Context: an optimization exercise on an open-source flow, tuned for small area, a short achievable clock period and few clock cycles. The choices shown serve that exercise and are no tape-out recipe. At most, simulation tests tie the RTL to the original design; equivalence was not proved. No activity file was given, so power comes from the tool's default toggle rates.

// psiframe
module psiframe (
  input  wire        clk,
  input  wire        rst,         
  input  wire        cmd_valid,
  input  wire [63:0] cmd,
  output wire        cmd_ready,
  output wire        ev_valid,
  output wire [9:0]  ev,
  input  wire        ev_ready,
  output wire        idle,
  output wire [63:0] st
);
Size: about 170 flip-flops, about 150 I/O pins, ~10000 µm² of cells after synthesis.
clock: 10.0 ns
lec_check: 0
cap_margin: 20
core_margin: 2
core_utilization: 60
cts_buf_list: sky130_fd_sc_hd__clkbuf_4 sky130_fd_sc_hd__clkbuf_8
setup_slack_margin: 5
slew_margin: 20
standard.sh (not shown) runs the stock make flow with config.mk's settings and CLKGATE_MAP_FILE= SYNTH_SCRIPT=/design/flow/synth_recipe.tcl, a recipe that flattens the netlist after the stock synthesis.
==> flow/flow/run.sh <==
#!/bin/bash
set -euo pipefail
bash standard.sh SETUP_SLACK_MARGIN=6.9 "BUFFER_PORTS_ARGS=-buffer_cell sky130_fd_sc_hd__buf_1" finish > flow_make.log 2>&1
Testbench counts at the start, summed over its fixed seeds: cycles 110,582.
==> next run, changes <==
==> flow/flow/run.sh (replaced) <==
#!/bin/bash
set -euo pipefail
bash standard.sh SETUP_SLACK_MARGIN=6.8 "BUFFER_PORTS_ARGS=-buffer_cell sky130_fd_sc_hd__buf_1" finish > flow_make.log 2>&1
--- a/flow/config.mk
+++ b/flow/config.mk
@@ -11 +10,0 @@
-export CTS_BUF_LIST = sky130_fd_sc_hd__clkbuf_4 sky130_fd_sc_hd__clkbuf_8
Non-clock buffer count drops by 5; die area is unchanged; routed wire length drops by 1.6%; design area barely changes; setup slack gains 0.11 ns; global-route usage shrinks by 0.43 points; cell count drops by 0.35%; combinational power goes down by about 1%; synthesized cell count does not change.
==> next run, changes <==
--- a/flow/config.mk
+++ b/flow/config.mk
@@ -10,0 +11 @@
+export CTS_BUF_LIST = sky130_fd_sc_hd__clkbuf_4 sky130_fd_sc_hd__clkbuf_8
Die area stays the same.
Setup slack is worse by 0.063 ns.
Routed wire length shrinks by 1.0%.
Synthesized area stays the same.
==> next run, changes <==
==> flow/flow/run.sh (replaced) <==
#!/bin/bash
set -euo pipefail
bash standard.sh SETUP_SLACK_MARGIN=7.0 "BUFFER_PORTS_ARGS=-buffer_cell sky130_fd_sc_hd__buf_1" finish > flow_make.log 2>&1
--- a/flow/config.mk
+++ b/flow/config.mk
@@ -11 +10,0 @@
-export CTS_BUF_LIST = sky130_fd_sc_hd__clkbuf_4 sky130_fd_sc_hd__clkbuf_8
After rerunning:
- hold slack gains 0.0038 ns
- wire length is higher by 5.7%
- worst setup slack is better by 0.080 ns
- total power grows by 11%
- via count rises by 4.1%
- cell count rose by 1.8%
==> next run, changes <==
==> flow/flow/run.sh (replaced) <==
#!/bin/bash
set -euo pipefail
bash standard.sh SETUP_SLACK_MARGIN=6.6 finish > flow_make.log 2>&1
=>
- The new run completed with no timing, DRC or antenna violations
- final area came out higher by 2.1%
- combinational power barely changes
- utilization goes up by 1.6 points
- worst setup slack got worse by 0.15 ns

========
Another version of the RTL of psiframe (not shown whole).
For scale: roughly 1200 cells after synthesis, about 150 flip-flops.
Settings: LEC_CHECK=0, CAP_MARGIN=20, CORE_MARGIN=2, CORE_UTILIZATION=40, SETUP_SLACK_MARGIN=5, SLEW_MARGIN=20; clock period 10.0 ns.
run.sh (not shown) runs the stock make flow with config.mk's settings and CLKGATE_MAP_FILE= SYNTH_SCRIPT=/design/flow/synth_recipe.tcl, a recipe that flattens the netlist after the stock synthesis.
Stock flow here: none of the scripts above is used.
The first run finished clean.
Change:
- SETUP_SLACK_MARGIN: 5 -> default
Effect:
- The new run produced a clean layout
- core utilization drops by 2.2 points
- fmax drops by 27%
- total power climbs by 0.47%
- via count drops by 3.1%
No functional check of the RTL was part of any run of this note.

========
job 587:
Another version of the RTL of psiframe (not shown whole).
Size in the first run: about 160 flip-flops, ~150 I/O pins, roughly 0.010 mm2 of cells after synthesis.
==> flow/config.mk <==
export PLATFORM = sky130hd
export DESIGN_NAME = psiframe
export DESIGN_NICKNAME = psiframe
export VERILOG_FILES = /design/flow/design.v
export SDC_FILE = /design/flow/constraint.sdc
export NUM_CORES = 4
export LEC_CHECK = 0
export CAP_MARGIN = 20
export CORE_MARGIN = 2
export CORE_UTILIZATION = 60
export SETUP_SLACK_MARGIN = 5
export SLEW_MARGIN = 20
==> flow/constraint.sdc <==
create_clock -name core_clock -period 10.0 [get_ports {clk}]
set_input_delay 2.0000 -clock core_clock [delete_from_list [all_inputs] [get_ports {clk}]]
set_output_delay 2.0000 -clock core_clock [all_outputs]
set_load 0.01 [all_outputs]
standard.sh (not shown) runs the stock make flow with config.mk's settings and CLKGATE_MAP_FILE= SYNTH_SCRIPT=/design/flow/synth_recipe.tcl, a recipe that flattens the netlist after the stock synthesis.
==> flow/flow/run.sh <==
#!/bin/bash
set -euo pipefail
bash standard.sh SETUP_SLACK_MARGIN=6.6 finish > flow_make.log 2>&1
Testbench counts of job 587, summed over its fixed seeds: cycles 110,582.
Edits applied to the flow inputs when going from job 587 to job 2333:
==> flow/flow/run.sh <==
#!/bin/bash
set -euo pipefail
bash standard.sh SETUP_SLACK_MARGIN=6.3 finish > flow_make.log 2>&1
Results
- Global-route usage: job 2333 vs job 587 down 0.58 points
- Sequential share of layout area came out higher on job 2333 than on job 587.
- Job 2333 vs job 587 on number of non-clock buffers in the layout: job 2333 is the lower one.
- [compare] base=job 587 new=job 2333: final instance area went down by 5.0%; final estimated routing congestion in global placement went down by about 2.5%; count of pins over their slew limit was more or less identical.
Setup changes, job 2333 to job 7704
==> flow/run.sh (new file) <==
#!/bin/bash
# synth_recipe.tcl (not shown) runs the flow's synth.tcl, then flattens the netlist and writes it again
# the make line also repeats each setting of config.mk as NAME=value (left out here)
make -C /OpenROAD-flow-scripts/flow DESIGN_CONFIG=/design/flow/config.mk WORK_HOME=/design/flow/orfs CLKGATE_MAP_FILE= SYNTH_SCRIPT=/design/flow/synth_recipe.tcl finish
removed: flow/flow/run.sh
removed: flow/standard.sh
--- outcome ---
Job 2333 has a lower power share of the clock group than job 7704. Any difference in source-to-sink clock delay at the later pin of the worst-skew pair between job 7704 and job 2333 is small enough to ignore. Job 2333 reports its start point of the critical path as cmd[62] while job 7704 reports cmd[59]. Delta (job 7704 minus job 2333): end-of-flow core utilization went down by 1.6 points; area share of buffers outside the clock network went down by 1.1 points; via count went down by 195; global-route usage went down by 0.74 points; area share of fa/ha/maj cells after synthesis was more or less identical. Lower part of the power in combinational logic goes to job 7704 over job 2333. Routed wire length for job 7704: 3.6% down relative to job 2333.
Edits applied to the flow inputs when going from job 7704 to job 283:
==> flow/flow/run.sh (new file) <==
#!/bin/bash
set -euo pipefail
bash standard.sh SETUP_SLACK_MARGIN=7.0 finish > flow_make.log 2>&1
==> flow/standard.sh (new file) <==
#!/bin/bash
# synth_recipe.tcl (not shown) runs the flow's synth.tcl, then flattens the netlist and writes it again
# the make line also repeats each setting of config.mk as NAME=value (left out here)
make -C /OpenROAD-flow-scripts/flow DESIGN_CONFIG=/design/flow/config.mk WORK_HOME=/design/flow/orfs CLKGATE_MAP_FILE= SYNTH_SCRIPT=/design/flow/synth_recipe.tcl "${@:-finish}"
removed: flow/run.sh
==> run notes <==
- Measured against each other, job 283 and job 7704 differ in fmax, the lower figure coming from job 7704.
- Taking job 7704 as the reference, in job 283 cell area climbed 0.0022 mm2; total power saw an increase.
- Wire length, job 283 and job 7704: higher on job 283

========
main:
Another version of the RTL of psiframe (not shown whole).
Size in the first run: ~150 I/O pins, roughly 9900 µm² of cells after synthesis.
## psiframe
module psiframe (
  input  wire        clk,
  input  wire        rst,         
  input  wire        cmd_valid,
  input  wire [63:0] cmd,
  output wire        cmd_ready,
  output wire        ev_valid,
  output wire [9:0]  ev,
  input  wire        ev_ready,
  output wire        idle,
  output wire [63:0] st
);
==> flow/config.mk <==
export PLATFORM = sky130hd
export DESIGN_NAME = psiframe
export DESIGN_NICKNAME = psiframe
export VERILOG_FILES = /design/flow/design.v
export SDC_FILE = /design/flow/constraint.sdc
export NUM_CORES = 4
export LEC_CHECK = 0
export CAP_MARGIN = 20
export CORE_MARGIN = 2
export CORE_UTILIZATION = 40
export SLEW_MARGIN = 20
==> flow/constraint.sdc <==
create_clock -name core_clock -period 10.0 [get_ports {clk}]
set_input_delay 2.0000 -clock core_clock [delete_from_list [all_inputs] [get_ports {clk}]]
set_output_delay 2.0000 -clock core_clock [all_outputs]
set_load 0.01 [all_outputs]
run.sh (not shown) runs the stock make flow with config.mk's settings and CLKGATE_MAP_FILE= SYNTH_SCRIPT=/design/flow/synth_recipe.tcl, a recipe that flattens the netlist after the stock synthesis.
Stock flow here: none of the scripts above is used.
Every stage of the flow completed for main, and the final layout passed the timing, DRC and antenna checks.
### main -> the feature branch
-- flow/config.mk --
<<< main, line 9
export CORE_MARGIN = 2
export CORE_UTILIZATION = 40
export SLEW_MARGIN = 20
>>> the feature branch, line 9
export CORE_MARGIN = 2
export CORE_UTILIZATION = 40
export SETUP_SLACK_MARGIN = 5
export SLEW_MARGIN = 20
### Flow results
The feature branch ran to completion and came out clean on the timing, DRC and antenna checks. As far as DRC violation count after routing goes, the feature branch and main are indistinguishable; the numbers are identical. Summary of the feature branch over main: fraction of area in clock buffers and inverters ~0 delta, cell count essentially unchanged, post-route fraction of the period consumed by the critical path shrank by 4.2 points, area of the multi-input gates did not really move. Diff the feature branch..main | fraction of the mapped netlist area in compound gates | unchanged.
No run of this note included a check of the RTL's function; only the layout flow was run.

========
## alpha
Another version of the RTL of psiframe (not shown whole).
Size in the first run: about 1,100 cells after synthesis, ~0.010 sq mm of cells after synthesis.
==> flow/design.v (excerpt) <==
module psiframe (
  input  wire        clk,
  input  wire        rst,         
  input  wire        cmd_valid,
  input  wire [63:0] cmd,
  output wire        cmd_ready,
  output wire        ev_valid,
  output wire [9:0]  ev,
  input  wire        ev_ready,
  output wire        idle,
  output wire [63:0] st
);
Settings: LEC_CHECK=0, CAP_MARGIN=20, CORE_MARGIN=2, CORE_UTILIZATION=70, SETUP_SLACK_MARGIN=5, SLEW_MARGIN=20; clock period 10.0 ns.
alpha: full flow OK, the timing, DRC and antenna checks passed
### alpha -> beta
- changing CORE_UTILIZATION from 70 to 40
### Flow results
- Between alpha and beta, the flow reports total power decreasing slightly.
- Re critical path depth: no difference whatsoever between alpha and beta.
- Logic gate share of total power: beta < alpha
- Against alpha, beta comes in 0.015 mW higher on power spent charging and discharging nets.
- beta vs alpha, final critical-path share of the clock period went down by 0.99 points.
- Cell area after placement grows slightly when moving from alpha to beta.
- Area growth from synthesis to final layout | beta above alpha
Function was not checked in any run of this note: the RTL went through the layout flow alone.

========
Another version of the RTL of psiframe (not shown whole).
For scale: about 1000 cells after synthesis, roughly 170 flip-flops, ~150 I/O pins, roughly 9800 um^2 of cells after synthesis.
## psiframe
module psiframe (
  input  wire        clk,
  input  wire        rst,         
  input  wire        cmd_valid,
  input  wire [63:0] cmd,
  output wire        cmd_ready,
  output wire        ev_valid,
  output wire [9:0]  ev,
  input  wire        ev_ready,
  output wire        idle,
  output wire [63:0] st
);
  localparam [1:0] M_IDLE = 2'd0, M_SEC = 2'd1, M_FAULT = 2'd3;
  localparam [2:0] F_SIZE = 3'd1, F_FIELD = 3'd2, F_SEQ = 3'd3, F_OPCODE = 3'd6;
  reg [1:0]  mode;
  reg [2:0]  fault;
  reg        legacy;
  reg [7:1]  accl;       
  reg [2:0]  nbits;
  reg [31:0] crc;
  reg [9:0]  seclen;
  reg        pc_v;
  reg        pc_me;      
  reg        pc_badop;   
  reg        pc_rsv;     
  reg        pc_abort;
  reg        pc_cfg;
  reg        pc_begin;
  reg        pc_sinkr;   
  reg        pc_putb;    
  reg        pc_nbad;    
  reg        pc_endc;
  reg        pc_endn;
  reg        pc_align;
  reg [4:0]  pc_nh;      
  reg [2:0]  pc_nl;      
  reg [3:0]  pc_lo;      
  reg [31:0] pc_d;
  reg        q_e;        
  reg [31:0] q_d;        
  reg [2:0]  q_cnt;      
  reg        q_crc;      
  reg        q_mk;       
  reg        q_ab;       
  reg        o_v;
  reg  [7:0] o_d;
  reg        o_m;        
  reg        o_body;     
  wire [7:0] op = cmd[63:56];
  wire rs_hi  = |cmd[55:38];
  wire rs_mid = |cmd[37:1];
  wire rs_lo  = cmd[0];
  wire rs_all = rs_hi | rs_mid | rs_lo;
  wire [5:0] n = cmd[37:32];
  wire op_nop   = op == 8'h00;
  wire op_abort = op == 8'h01;
  wire op_cfg   = op == 8'h02;
  wire op_begin = op == 8'h10;
  wire op_putb  = op == 8'h11;
  wire op_put1  = op == 8'h12;
  wire op_align = op == 8'h13;
  wire op_endc  = op == 8'h14;
  wire op_endn  = op == 8'h15;
  wire known = op_nop | op_abort | op_cfg | op_begin | op_putb | op_put1 |
  ...
==> flow/config.mk <==
export PLATFORM = sky130hd
export DESIGN_NAME = psiframe
export DESIGN_NICKNAME = psiframe
export VERILOG_FILES = /design/flow/design.v
export SDC_FILE = /design/flow/constraint.sdc
export NUM_CORES = 4
export LEC_CHECK = 0
export CAP_MARGIN = 20
export CORE_MARGIN = 2
export CORE_UTILIZATION = 60
export SETUP_SLACK_MARGIN = 5
export SLEW_MARGIN = 20
==> flow/constraint.sdc <==
create_clock -name core_clock -period 10.0 [get_ports {clk}]
set_input_delay 2.0000 -clock core_clock [delete_from_list [all_inputs] [get_ports {clk}]]
set_output_delay 2.0000 -clock core_clock [all_outputs]
set_load 0.01 [all_outputs]
standard.sh (not shown) runs the stock make flow with config.mk's settings and CLKGATE_MAP_FILE= SYNTH_SCRIPT=/design/flow/synth_recipe.tcl, a recipe that flattens the netlist after the stock synthesis.
==> flow/flow/run.sh <==
#!/bin/bash
set -euo pipefail
bash standard.sh SETUP_SLACK_MARGIN=6.6 "BUFFER_PORTS_ARGS=-buffer_cell sky130_fd_sc_hd__buf_2" finish > flow_make.log 2>&1
Testbench counts at the start, summed over its fixed seeds: cycles 110,582.
Rerun with:
==> flow/flow/run.sh (replaced) <==
#!/bin/bash
set -euo pipefail
bash standard.sh SETUP_SLACK_MARGIN=6.3 finish > flow_make.log 2>&1
The new run went through all stages and came out clean.
Total power goes up by 2.3%.
Final cell count shrinks by 1.4%.
Worst hold slack improved by 0.032 ns.
Synthesized cell count stays the same.
Clock-buffer cell count fell by 1.
Wire length goes up by 1.3%.
Final area rose by 3.8%.
Area after synthesis stays the same.
Core utilization rose by 2.7 points.
Worst setup slack got worse by 0.21 ns.
Rerun with:
==> flow/flow/run.sh (replaced) <==
#!/bin/bash
set -euo pipefail
bash standard.sh SETUP_SLACK_MARGIN=6.6 "BUFFER_PORTS_ARGS=-buffer_cell sky130_fd_sc_hd__buf_1" finish > flow_make.log 2>&1
After rerunning: The changed run went through all stages and came out clean. Setup slack is better by 0.21 ns. First-iteration DRC count shrinks by 22%. Sequential power goes down by about 0.5%. Via count decreases by about 2.4%.
Rerun with:
==> flow/flow/run.sh (replaced) <==
#!/bin/bash
set -euo pipefail
bash standard.sh SETUP_SLACK_MARGIN=6.8 "BUFFER_PORTS_ARGS=-buffer_cell sky130_fd_sc_hd__buf_1" finish > flow_make.log 2>&1
CTS_BUF_LIST = sky130_fd_sc_hd__clkbuf_4 sky130_fd_sc_hd__clkbuf_8   (was not set)
Outcome:
- synthesized area is unchanged
- first-iteration DRC count climbs by 6.0%
- count of clock-buffer cells in the layout drops by 1
- setup slack degrades by 0.016 ns
- total power drops by 9.3%
- register-to-register slack is better by 0.16 ns
- core utilization is about the same
- fmax went down by 0.47%
Rerun with:
==> flow/flow/run.sh (replaced) <==
#!/bin/bash
set -euo pipefail
bash standard.sh SETUP_SLACK_MARGIN=6.6 finish > flow_make.log 2>&1
CTS_BUF_LIST = not set   (was sky130_fd_sc_hd__clkbuf_4 sky130_fd_sc_hd__clkbuf_8)
Outcome: Global-route usage increases by 1.4 points; power rises by 9.4%; final area rises by 9.1%; worst hold slack improved by 0.032 ns; final cell count barely changes; fmax goes down by 0.78%; flip-flop and latch count stays the same; combinational power grows by 7.9%; critical path depth does not change.

[static timing again, ports no longer ideal]
How much do the figures lean on ideal ports? The routed layouts below were timed once more, with nothing changed but the port constraints. Step 1 (the two cells are an assumption about what drives the block):
set clk [get_ports {clk}]
set_driving_cell -lib_cell sky130_fd_sc_hd__clkbuf_16 $clk
set_driving_cell -lib_cell sky130_fd_sc_hd__buf_2 [delete_from_list [all_inputs] $clk]
Step 2 moves the port delays by t, midway between the first and last clock arrival at a register: inputs arrive t later, outputs are due t later. That takes back most of the time a late clock gives input paths. Three values: ideal ports, drivers, drivers and shift; two values: the first two.
run	shift t [ns]	slack for setup (ns)	hold slack, ns	worst setup path at the end
the first run of note 1	0.486	6.647 / 6.650 / 6.164	0.465 / 0.465 / 0.465	input to register
the second run of note 1	0.464	6.760 / 6.717 / 6.309	0.457 / 0.457 / 0.457	input to register
the third run of note 1	0.506	6.697 / 6.660 / 6.299	0.460 / 0.460 / 0.460	input to register
the fourth run of note 1	0.467	6.776 / 6.734 / 6.342	0.464 / 0.464 / 0.464	input to register
the fifth run of note 1	0.468	6.627 / 6.588 / 6.200	0.462 / 0.462 / 0.462	input to register
the first run of note 2	0.471	5.039 / 4.997 / 5.027	0.496 / 0.496 / 0.496	input to register
the second run of note 2	0.481	3.163 / 3.117 / 3.461	0.493 / 0.493 / 0.493	register to register
job 587	0.465	6.027 / 6.034 / 5.569	0.469 / 0.469 / 0.469	input to register
job 2333	0.459	6.080 / 6.086 / 5.627	0.458 / 0.458 / 0.458	input to register
job 7704	0.468	5.365 / 5.377 / 4.909	0.472 / 0.472 / 0.472	input to register
job 283	0.469	5.956 / 5.965 / 5.496	0.493 / 0.493 / 0.493	input to register
main	0.470	4.826 / 4.776 / 5.246	0.466 / 0.466 / 0.466	register to output
the feature branch	0.472	5.241 / 5.192 / 5.335	0.465 / 0.465 / 0.465	input to register
alpha	0.478	5.258 / 5.258 / 5.258	0.468 / 0.468 / 0.468	register to register
beta	0.474	5.357 / 5.357 / 5.339	0.457 / 0.457 / 0.457	input to register
the first run of note 6	0.469	6.537 / 6.546 / 6.077	0.456 / 0.456 / 0.456	input to register
the second run of note 6	0.468	6.329 / 6.323 / 5.876	0.488 / 0.488 / 0.488	input to register
the third run of note 6	0.475	6.540 / 6.551 / 6.076	0.473 / 0.473 / 0.473	input to register
the fourth run of note 6	0.495	6.524 / 6.525 / 6.029	0.469 / 0.469 / 0.469	input to register
the fifth run of note 6	0.468	6.496 / 6.507 / 6.039	0.500 / 0.500 / 0.500	input to register
After both steps setup and hold are still met in every run listed. The setup slack of the fourth run of note 6, which loses most, moves by +0.001 ns with the drivers and by -0.495 ns with both steps.
